Source: an optimization exercise on an open RTL-to-GDS flow (aim: small area). Production flows keep margins and buffers that such runs may drop. The RTL was checked by simulation tests, not by an equivalence proof against the original design. Power figures rest on the tool's default switching activity, not on a simulated workload.

<file path="flow/run.sh">
#!/bin/bash
# Standard layout (the standard.sh: standard synthesis, floorplan, power grid,
# placement, CTS, routing), with two changes:
#  - port buffers use the smallest buffer cell instead of the resizer's pick;
#  - CTS without dummy loads.
# make's full output goes to flow_make.log in the work folder; ORFS keeps each
# step's own log under orfs/logs/.
set -euo pipefail
cd "$(dirname "$0")/.."
bash standard.sh \
  "BUFFER_PORTS_ARGS=-buffer_cell sky130_fd_sc_hd__buf_1" \
  "CTS_ARGS=-sink_clustering_enable -repair_clock_nets -dont_use_dummy_load -buf_list {sky130_fd_sc_hd__clkbuf_8}" \
  finish > flow_make.log 2>&1
</file>
<file path="standard.sh">
#!/bin/bash
# synth_recipe.tcl (not shown) runs the flow's synth.tcl, then flattens the netlist and writes it again
# the make line also repeats each setting of config.mk as NAME=value (left out here)
make -C /OpenROAD-flow-scripts/flow DESIGN_CONFIG=/design/flow/config.mk WORK_HOME=/design/flow/orfs CLKGATE_MAP_FILE= SYNTH_SCRIPT=/design/flow/synth_recipe.tcl "${@:-finish}"
</file>
<file path="config.mk">
export PLATFORM = sky130hd
export DESIGN_NAME = wco_fsync
export DESIGN_NICKNAME = wco_fsync
export VERILOG_FILES = /design/flow/design.v
export SDC_FILE = /design/flow/constraint.sdc
export NUM_CORES = 4
export LEC_CHECK = 0
export CAP_MARGIN = 20
export CORE_MARGIN = 2
export CORE_UTILIZATION = 40
export SLEW_MARGIN = 20
export SYNTH_HIERARCHICAL = 1
export SYNTH_MINIMUM_KEEP_SIZE = 0
</file>
<file path="constraint.sdc">
create_clock -name core_clock -period 6.0 [get_ports {clk}]
set_input_delay 1.2000 -clock core_clock [delete_from_list [all_inputs] [get_ports {clk}]]
set_output_delay 1.2000 -clock core_clock [all_outputs]
set_load 0.01 [all_outputs]
</file>
<file path="design.v">
module wco_eval (
    input  wire [71:0] bn,              
    input  wire        fvn,             
    input  wire        kind,            
    input  wire        efr,             
    input  wire        eck,             
    input  wire        mask_high,
    input  wire        fault_en,
    output wire        frame_valid,
    output wire        reading_valid,
    output wire [2:0]  err,
    output wire        okind,
    output wire [71:0] frame,
    output wire [15:0] raw,
    output wire        fault
);
    wire fv = ~fvn;
    wire spn  = fvn | kind;
    wire sqn  = fvn | ~kind;
    wire spmn = spn | mask_high;
    wire sqmn = sqn | mask_high;
    wire hi7;
    wco_sel #(.W(13)) u_sel_lo (.spn(spn), .sqn(sqn),
        .pn({bn[36:32], bn[31:24]}), .qn({bn[52:48], bn[47:40]}), .y(raw[12:0]));
    wco_sel #(.W(3)) u_sel_hi (.spn(spmn), .sqn(sqmn),
        .pn(bn[39:37]), .qn(bn[55:53]), .y(raw[15:13]));
    wco_sel #(.W(1)) u_sel_f (.spn(spn), .sqn(sqn),
        .pn(bn[39]), .qn(bn[55]), .y(hi7));
    assign fault = hi7 & fault_en;
    wire in_range;
    wco_range u_range (.count(raw), .in_range(in_range));
    wco_gate #(.W(72)) u_gate (.bn(bn), .fvn(fvn), .y(frame));
    assign frame_valid   = fv;
    assign okind         = fv & kind;
    assign reading_valid = fv & in_range;
    assign err           = {~in_range, eck, efr};
endmodule
module wco_sel #(parameter W = 8) (
    input  wire         spn,
    input  wire         sqn,
    input  wire [W-1:0] pn,
    input  wire [W-1:0] qn,
    output wire [W-1:0] y
);
    assign y = ~(({W{spn}} | pn) & ({W{sqn}} | qn));
endmodule
module wco_gate #(parameter W = 8) (
    input  wire [W-1:0] bn,
    input  wire         fvn,
    output wire [W-1:0] y
);
    assign y = ~(bn | {W{fvn}});
endmodule
module wco_range (
    input  wire [15:0] count,
    output wire        in_range
);
    assign in_range = (count <= 16'd5000);
endmodule
module wco_fsync (
    input  wire        clk,
    input  wire        rst_n,             
    input  wire [7:0]  cfg_start,
    input  wire [7:0]  cfg_disc_push,
    input  wire [7:0]  cfg_disc_qa,
    input  wire        cfg_early_disc,
    input  wire        cfg_mask_high,
    input  wire        cfg_fault_en,
    input  wire        rx_valid,
    input  wire [7:0]  rx_byte,
    input  wire        ctl_discard,
    input  wire        ctl_clr,
    input  wire        ctl_acc_push,
    input  wire        ctl_acc_qa,
    output wire        o_frame_valid,
    output wire        o_reading_valid,
    output wire [2:0]  o_err,
    output wire        o_kind,
    output wire [71:0] o_frame,
    output wire [15:0] o_raw,
    output wire        o_fault,
    output wire [3:0]  o_idx
);
    reg [7:0] bn0, bn1, bn2, bn3, bn4, bn5, bn6, bn7;
    reg [7:0] accn;        
    reg       p1, q1;      
    reg [3:0] idx;         
    reg       r_fvn, r_efr, r_eck;  
    reg       r_mask, r_fen;        
    assign o_idx = idx;
    wire b_is_start, b_is_push, b_is_qa;
    wco_eq8 u_eq_start (.a(rx_byte), .b(cfg_start),     .eq(b_is_start));
    wco_eq8 u_eq_push  (.a(rx_byte), .b(cfg_disc_push), .eq(b_is_push));
    wco_eq8 u_eq_qa    (.a(rx_byte), .b(cfg_disc_qa),   .eq(b_is_qa));
    wire feed = !ctl_clr && rx_valid && !ctl_discard;
    wire i0   = (idx == 4'd0);
    wire i1   = (idx[2:0] == 3'd1);   
    wire i8   = idx[3];               
    wire early_rej = cfg_early_disc && !(b_is_push || b_is_qa);
    wire adv = feed && (i0 ? b_is_start : (i1 ? !early_rej : !i8));
    wire [7:0] acc_sum;
    wire       cks_ok;
    wco_acc u_acc (.accn(accn), .b(rx_byte), .init(i1), .sum(acc_sum), .ok(cks_ok));
    wire accepted = (p1 && ctl_acc_push) || (q1 && ctl_acc_qa);
    wire ev = feed && i8;
    always @(posedge clk) begin
        if (rst_n && adv) begin
            bn0 <= bn1; bn1 <= bn2; bn2 <= bn3; bn3 <= bn4;
            bn4 <= bn5; bn5 <= bn6; bn6 <= bn7; bn7 <= ~rx_byte;
            accn <= acc_sum;
        end
        if (rst_n && adv && i1) begin
            p1 <= b_is_push;
            q1 <= b_is_qa;
        end
        r_mask <= cfg_mask_high;
        r_fen  <= cfg_fault_en;
    end
    always @(posedge clk) begin
        if (!rst_n || ctl_clr) idx <= 4'd0;
        else if (adv)          idx <= idx + 4'd1;
        else if (feed)         idx <= 4'd0;
        r_fvn <= !(rst_n && ev && accepted && cks_ok);
        r_efr <= rst_n && feed && ((i1 && early_rej) || (i8 && !accepted));
        r_eck <= rst_n && ev && accepted && !cks_ok;
    end
    wco_eval u_eval (
        .bn            ({bn0, bn1, bn2, bn3, bn4, bn5, bn6, bn7, accn}),
        .fvn           (r_fvn),
        .kind          (q1),      
        .efr           (r_efr),
        .eck           (r_eck),
        .mask_high     (r_mask),
        .fault_en      (r_fen),
        .frame_valid   (o_frame_valid),
        .reading_valid (o_reading_valid),
        .err           (o_err),
        .okind         (o_kind),
        .frame         (o_frame),
        .raw           (o_raw),
        .fault         (o_fault)
    );
endmodule
module wco_eq8 (
    input  wire [7:0] a,
    input  wire [7:0] b,
    output wire       eq
);
    assign eq = (a == b);
endmodule
module wco_acc (
    input  wire [7:0] accn,
    input  wire [7:0] b,
    input  wire       init,
    output wire [7:0] sum,
    output wire       ok
);
    wire [7:0] a = accn | {8{init}};
    wire [8:0] c;
    assign c[0] = 1'b0;
    genvar i;
    generate
        for (i = 0; i < 8; i = i + 1) begin : g_bit
            assign sum[i]   = a[i] ^ b[i] ^ c[i];
            assign c[i + 1] = (a[i] & b[i]) | (c[i] & (a[i] ^ b[i]));
        end
    endgenerate
    assign ok = &sum;
endmodule
</file>
==> results of run 1 <==
stage by stage:
stage | hold slack [ns] | std cells | utilization | setup slack, ns
floorplan | 0.427 | 307 | - | 0.660
global placement | 0.434 | 565 | 0.479 | 1.49
detailed placement | 0.433 | 565 | 0.479 | 1.41
CTS | 0.439 | 574 | 0.492 | 1.63
global route | 0.465 | 574 | 0.492 | 1.40
finish | 0.438 | 574 | 0.492 | 1.61
path summary, 6_finish.rpt:
| kind | slack (ns) | end |
|---|---|---|
| worst max-delay path | 1.61 | r_fvn |
| worst min-delay path | 0.44 | bn6[4] |
| worst max register to register | 1.61 | r_fvn |
| worst min register to register | 0.44 | bn6[4] |
cell families after synthesis:
family / after synthesis
buffers and inverters: 35
AO/OA/AOI/OAI: 29
flip-flops: 83
XOR/XNOR: 26
adder cells (fa/ha/maj): 10
AND/OR/NAND/NOR: 124
cell usage in the layout, fill, tap and decap left out, types with 2 or more instances in the layout:
cell and n:
xnor2_1 25, nand3_1 3, edfxtp_1 74, inv_1 22, clkbuf_8 9, o41ai_2 2
buf_1 140, ha_1 4, nor2_1 79, or2_2 2, and2b_2 3, fa_1 6
o31ai_1 2, dfxtp_1 8, nor3_1 2, or3b_4 2, nand4_1 10, or2_1 5
nand2_1 2, o22ai_1 17, and2_1 3
cells in the mapped netlist (all sizes together), types with 3 or more instances:
cell / count
edfxtp: 74
dfxtp: 9
and2: 3
ha: 4
fa: 6
and2b: 3
nand4: 10
xnor2: 25
inv: 22
or2: 7
or3b: 3
nand3: 3
o22ai: 17
nor2: 81
buf: 13
worst register-to-register path, delay by kind of cell, from the launching register on:
family	cells	cell delay, ns
flip-flops	1	0.39
XOR/XNOR	2	0.39
AND/OR/NAND/NOR	4	0.79
adder cells (fa/ha/maj)	8	2.48
buffers and inverters	3	0.22
metal layers:
layer	part of all wire	GRT usage
met1	0.44	0.222
met2	0.46	0.268
met3	0.080	0.0376
met4	0.017	0.0697
met5	0	0
per-module statistics from Yosys, one instance, submodules excluded, excerpt:
| module | cell area (um2) | cells inside | flip-flops and latches | copies in the design |
|---|---|---|---|---|
| wco_acc | 234 | 25 | 0 | 1 |
| wco_range | 67.6 | 9 | 0 | 1 |
| wco_eq8 | 86.3 | 11 | 0 | 3 |
| wco_eval | 76.3 | 11 | 0 | 1 |
| wco_fsync | 2730 | 130 | 83 | 1 |
power groups by stage:
stage	logic, uW	registers (uW)	clock network [uW]
finish	47.8	623	301
global route	53.1	623	332
CTS	48.0	623	311
detailed placement	48.2	636	0
global placement	46.2	636	0
floorplan	26.4	636	0
sequential cells by signal, indices dropped and copies added (netlist names):
register  flops
r_fvn         1
r_mask        1
idx           4
r_efr         1
p1            1
bn0           8
bn4           8
bn2           8
bn1           8
r_eck         1
bn5           8
r_fen         1
bn7           8
bn6           8
bn3           8
accn          8
q1            1
layout make-up:
type,count,area (um2),area share
inverters,22,82.6,0.0181
flip-flops and latches,83,2400,0.526
multi-input cells,189,1240,0.272
well taps,129,161,0.0353
repair buffers,142,553,0.121
clock buffers,9,124,0.0271
==> run notes, run 1 <==
Post-Synth Simple-Gate Area 0.157; total vias in the final route between 2000 and 3000; endpoints failing setup 0; net count reported at finish around 500; Reg power frac 0.641; Via-to-Cell Ratio between 4 and 5; Critical Path Sink Type register; CTS Hold Bufs 0; Final Cycle Share 0.731; crit-path cells inv_1 -> ha_1 -> and2b_2 -> or2_1 -> ha_1 -> fa_1 -> fa_1 -> fa_1 -> fa_1 -> inv_1 -> fa_1 -> inv_1 -> fa_1 -> xor2_1 -> xnor2_1 -> and2_1 -> nand4_1; outcome no timing/DRC/antenna violations; placement row count 35; clk sinks just over 80; Post-Synth Adder-Cell Area 0.0442; global-route wire length before repair 13300 um; Critical-path top delay cell fa_1; vias in the first global route approximately 2700; Buf/Inv on CP 3; delay-heaviest family, CP adder cells; fillers 910; IO Pins about 140; static leakage 0.00150 uW; drt total wl about 9000 um; Pre-Repair DR Iteration Count 4; initial antenna violation count 0; final hold vios 0; R2R depth 17; DIE AREA roughly 10000 um2; #FFs+latches synth 83; worst skew pair latency approximately 0.33 ns; Post-Place Cell Area 4440 um2; Max-slew headroom 0.349; port bufs 140; max-cap violation count 0; WP data required between 6 and 7 ns; setup repair bufs after CTS 0; Final HPWL DP approximately 6500 um; Avg Cell Area, Syn roughly 13 um2; most common flop cell mapped by yosys edfxtp_1; Final min period between 4 and 5 ns; share of cells above drive strength 1 0.0584; Worst-path clk slew 0.09 ns; crit start category register; H-tree Lvls 3; Core Footprint between 9000 and 10000 um2; Worst EP arrival around 4.6 ns; Peak VDD IR 0.0000819 V; cells after synthesis 307; pwr/cell area approximately 210 nW/um2; EDFF count, synth 74; clock share of power 0.309; final std cell area, no fill about 4600 um2; setup TNS 0 ns; clk_skew between 0.015 and 0.02 ns; pins over their slew limit 0; largest family of logic cells by synthesized area simple AND/OR/NAND/NOR gates; synth top area cells edfxtp_1 58%, nor2_1 7.8%, xnor2_1 5.7%; Power, Total around 970 uW; Placer Congestion roughly 0.87; routed len/inst 15.3 um; gr usage total 0.168; post-synth top area cell edfxtp_1; CTS tree done; n_diodes 0; post-route ant nets 0; Yosys top cell area share 0.577; Syn Nets roughly 360; Sw Share 0.197; Synth Area in Compound Gates 0.0608; Sw Pwr 191 uW; Synth-to-Final Area Change 18.6%; Hold Path Cell Cnt 0; TritonCTS Buffers 9; grt ovf 0; Hold Startpoint bn7[4]; ys async rst share 0; Post-Syn Area roughly 3900 um2; worst setup path start idx[1]; YS warnings 7; Root Buffer clkbuf_8; largest net degree at the start of global routing 78; # resized after CTS 0; die width between 100 and 150 um; initial core utilization 0.415; Yosys cell types 42; Max Freq roughly 230 MHz; Logic pwr share 0.049; Seq/Total Area, Yosys 0.624; Crit Path Max Fanout 10; worst min path class register to register; die height between 100 and 150 um; xor/xnor share of the synthesized area 0.0591; most used cell, CP fa_1; critical path type register to register; clock buffer depth 2; WP depth 17; mux contribution to synthesized area 0; First DRT Iteration DRCs between 100 and 150; Slew @ Worst Pin 0.974 ns; DRC 0; cell internal pwr about 780 uW; RR Startpoint idx[1]; Worst path max stage delay approximately 0.4 ns; RSZ-0062 raised after global routing false
==> run 2, diff against run 1 <==
--- a/flow/run.sh
+++ b/flow/run.sh
@@ -10,4 +10,4 @@
 bash standard.sh \
   "BUFFER_PORTS_ARGS=-buffer_cell sky130_fd_sc_hd__buf_1" \
-  "CTS_ARGS=-sink_clustering_enable -repair_clock_nets -dont_use_dummy_load -buf_list {sky130_fd_sc_hd__clkbuf_8}" \
+  "CTS_ARGS=-sink_clustering_enable -repair_clock_nets -dont_use_dummy_load -buf_list {sky130_fd_sc_hd__clkbuf_4}" \
   finish > flow_make.log 2>&1
--- a/config.mk
+++ b/config.mk
@@ -8,5 +8,6 @@
 export CAP_MARGIN = 20
 export CORE_MARGIN = 2
-export CORE_UTILIZATION = 40
+export CORE_UTILIZATION = 60
+export PLACE_DENSITY = 0.8
 export SLEW_MARGIN = 20
 export SYNTH_HIERARCHICAL = 1
==> run 2 against run 1 <==
Still clean on timing, DRC and antenna. Critical path type unchanged. Clock-buffer cell count stayed put. Combinational power fell by 0.8%. Clock skew rose by 0.015 ns. Largest power group unchanged. Final cell count decreased by 9.1%. Register-to-register slack got worse by 0.06 ns. Critical path depth is the same.
==> run notes, run 2 <==
Peak VDD IR 0.000149 V (+82%); initial antenna violation count 0 (unchanged); Yosys top cell area share 0.577 (unchanged); endpoints failing setup 0 (unchanged); commonest non-fill, non-tap cells in the layout 140 x buf_1, 79 x nor2_1, 74 x edfxtp_1, 25 x xnor2_1, 22 x inv_1; hold slack 0.459 ns (+0.0205 ns); worst setup path start idx[1]; total vias in the final route 2877 (+3.1%); share of cells above drive strength 1 0.0584 (unchanged); crit-path cells inv_1 -> ha_1 -> and2b_2 -> or2_1 -> ha_1 -> fa_1 -> fa_1 -> fa_1 -> fa_1 -> inv_1 -> fa_1 -> inv_1 -> fa_1 -> xor2_1 -> xnor2_1 -> and2_1 -> nand4_1; H-tree Lvls 3 (unchanged); Sw Share 0.202 (+0.00560); R2R depth 17 (unchanged); static leakage 0.00147 uW (-1.7%); Worst EP arrival 4.70 ns (+0.11 ns); Logic pwr share 0.053 (+0.004); Worst-path clk slew 0.09 ns (about the same); clk sinks 83 (unchanged); Root Buffer clkbuf_4; global routing usage on met1 0.294 (+0.0718); routed len/inst 15.9 um (+4.0%); Worst path max stage delay 0.41 ns (about the same); CTS Hold Bufs 0 (unchanged); Pre-Repair DR Iteration Count 5 (+1); most common cell after layout, fill and taps aside buf_1; R2R Path End r_fvn; top-count cell post-synth nor2_1; IO Pins 141 (unchanged); clk_skew 0.0345 ns (+0.0146 ns); worst min path class register to register; Reg power frac 0.694 (+0.053); met3 Usage GRT 0.0524 (+0.0148); placement row count 29 (-17%); Seq/Total Area, Yosys 0.624 (unchanged); most common flop cell mapped by yosys edfxtp_1; RR Startpoint idx[1]; Hold Path Cell Cnt 0 (unchanged); synth top area cells edfxtp_1 58%, nor2_1 7.8%, xnor2_1 5.7%; Yosys cell types 42 (unchanged); worst skew pair latency 0.42 ns (+0.09 ns); critical path type register to register; Via-to-Cell Ratio 5.51 (+13%); Critical Path Sink Type register; Max-slew headroom 0.490 (+0.141); pwr/cell area 202 nW/um2 (-4.9%); DIE AREA 7080 um2 (-32%); commonest cells in the netlist 80 x nor2_1, 74 x edfxtp_1, 25 x xnor2_1; gr usage total 0.234 (+0.0658); largest net degree at the start of global routing 59 (-24%); setup TNS 0 ns (unchanged); final hold vios 0 (unchanged); outcome no timing/DRC/antenna violations; GR peak layer met2; Avg Cell Area, Syn 12.5 um2 (unchanged); Post-Syn Area 3850 um2 (unchanged); post-synth top area cell edfxtp_1; most used cell, CP fa_1; WP data required 6.25 ns (+0.05 ns); DRC 0 (unchanged); TritonCTS Buffers 9 (unchanged); GR Util met2 0.393 (+0.125); RSZ-0062 raised after global routing false; CP Capture Point r_fvn; r2r setup slk 1.55 ns (-0.06 ns); fillers 463 (-49%); YS warnings 7 (unchanged); clock buffer depth 2 (unchanged); Core Footprint 6280 um2 (-32%); n_diodes 0 (unchanged); grt ovf 0 (unchanged); Slew @ Worst Pin 0.757 ns (-0.217 ns); crit start category register; EDFF count, synth 74 (unchanged); post-route ant nets 0 (unchanged); ys async rst share 0 (unchanged); Syn Nets 359 (unchanged); setup repair bufs after CTS 0 (unchanged); Final min period 4.45 ns (+0.0601 ns); initial core utilization 0.614 (+0.199); # resized after CTS 0 (unchanged); global-route wire length before repair 12700 um (-4.6%); pins over their slew limit 0 (unchanged); First DRT Iteration DRCs 225 (+120%); Sw Pwr 181 uW (-5.0%); cell internal pwr 715 uW (-8.3%); CTS tree done; port bufs 140 (unchanged); cells after synthesis 307 (unchanged); #FFs+latches synth 83 (unchanged); drt total wl 8300 um (-5.4%); clock share of power 0.253 (-0.056); net count reported at finish 499 (unchanged); Placer Congestion 0.821 (-5.6%); max-cap violation count 0 (unchanged); Final Cycle Share 0.741 (+0.0100); Critical-path top delay cell dfxtp_1; Final HPWL DP 6290 um (-3.2%); die width 84.1 um (-18%); Crit Path Max Fanout 10 (unchanged); die height 84.1 um (-18%); Max Freq 225 MHz (-1.4%); Synth-to-Final Area Change 15.1%; vias in the first global route 2594 (-4.1%)
## run 2: cell types whose count changed in the layout (fill, tap and decap cells not counted)
cell / previous run / this run
buf_4: 1 / 2
clkbuf_8: 9 / 0
buf_12: 1 / 0
clkbuf_4: 0 / 9
## run 2: routing by layer
layer | share of wire | vias up
met5 | 0 | -
met4 | 0.022 | 0
met3 | 0.093 | 14
met2 | 0.50 | 165
met1 | 0.38 | 1351
li1 | - | 1347
## run 2: logic make-up (layout without fill, tap and decap cells)
logic type                 count (synthesis)  in the layout  synth area share
and+or+nand+nor                          124            124             0.157
DFF                                       83             83             0.624
buffers and inverters                     35            173            0.0556
AOI/OAI and AO/OA                         29             29            0.0607
xor gates and xnor gates                  26             26            0.0591
adders and majority gates                 10             10            0.0442
## run 2: how the worst min path moves through the flow
stage,end,startpoint
2_1_floorplan,bn0[0],bn1[0]
3_3_place_gp,bn5[2],bn6[2]
3_5_place_dp,bn6[6],bn7[6]
4_1_cts,bn5[7],bn6[7]
5_1_grt,bn5[6],bn6[6]
6_report,bn5[7],bn6[7]
## run 2: layout make-up
type	instances	area (um2)	share of cell area
Inverter	22	82.6	0.0186
Clock buffer	9	67.6	0.0152
Multi-Input combinational cell	189	1240	0.280
Sequential cell	83	2400	0.542
Tap cell	77	96.3	0.0217
Timing Repair Buffer	142	541	0.122
## run 2: power by group through the flow
stage               Sequential, uW  Combinational, uW  Clock, uW
floorplan                      636               26.4          0
global placement               636               45.2          0
detailed placement             636               47.8          0
CTS                            623               48.0        230
global route                   623               52.9        252
finish                         622               47.4        227
## run 2: per-module statistics from Yosys, one instance, submodules excluded, excerpt
module,cells inside,times used,flops+latches,area [um2]
wco_acc,25,1,0,234
wco_eq8,11,3,0,86.3
wco_eval,11,1,0,76.3
wco_fsync,130,1,83,2730
wco_range,9,1,0,67.6
## run 2: critical path: cells and delay by family, from the launching register on
family                   cells  cell delay [ns]
flip-flops                   1             0.41
adder cells (fa/ha/maj)      8             2.49
XOR/XNOR                     2             0.41
buffers and inverters        3             0.20
AND/OR/NAND/NOR              4             0.79
## run 2: through the flow
stage	worst slack (ns)	cell area [um2]	cells	utilization	power, uW
2_1_floorplan	0.660	3850	307	-	662
3_3_place_gp	1.50	4370	513	0.695	681
3_5_place_dp	1.35	4370	513	0.695	683
4_1_cts	1.56	4430	522	0.706	901
5_1_grt	1.37	4430	522	0.706	928
6_report	1.55	4430	522	0.706	897

==> port drivers added, routing unchanged <==
In the flow no input, the clock included, has a driving cell. The finished layouts below were timed again as built, in two steps.
Step 1 sets driving cells, clkbuf_16 on the clock port and buf_2 on the other inputs (assumed; they add their load-dependent delay and slew).
Step 2 moves the port delays by t, midway between the first and last clock arrival at a register: inputs arrive t later, outputs are due t later. That takes back most of the time a late clock gives input paths.
Three values: no drivers, after step 1, after step 2; two values: the first two.
run | shift t [ns] | slack for setup (ns) | worst setup path after step 2
run 1 | 0.357 | 1.613 / 1.613 / 1.415 | input to register
run 2 | 0.426 | 1.553 / 1.553 / 1.321 | input to register
After both steps every run listed still meets setup and hold. For run 2, which loses most, drivers alone change the setup slack by 0.000 ns; drivers and shift together by -0.232 ns.
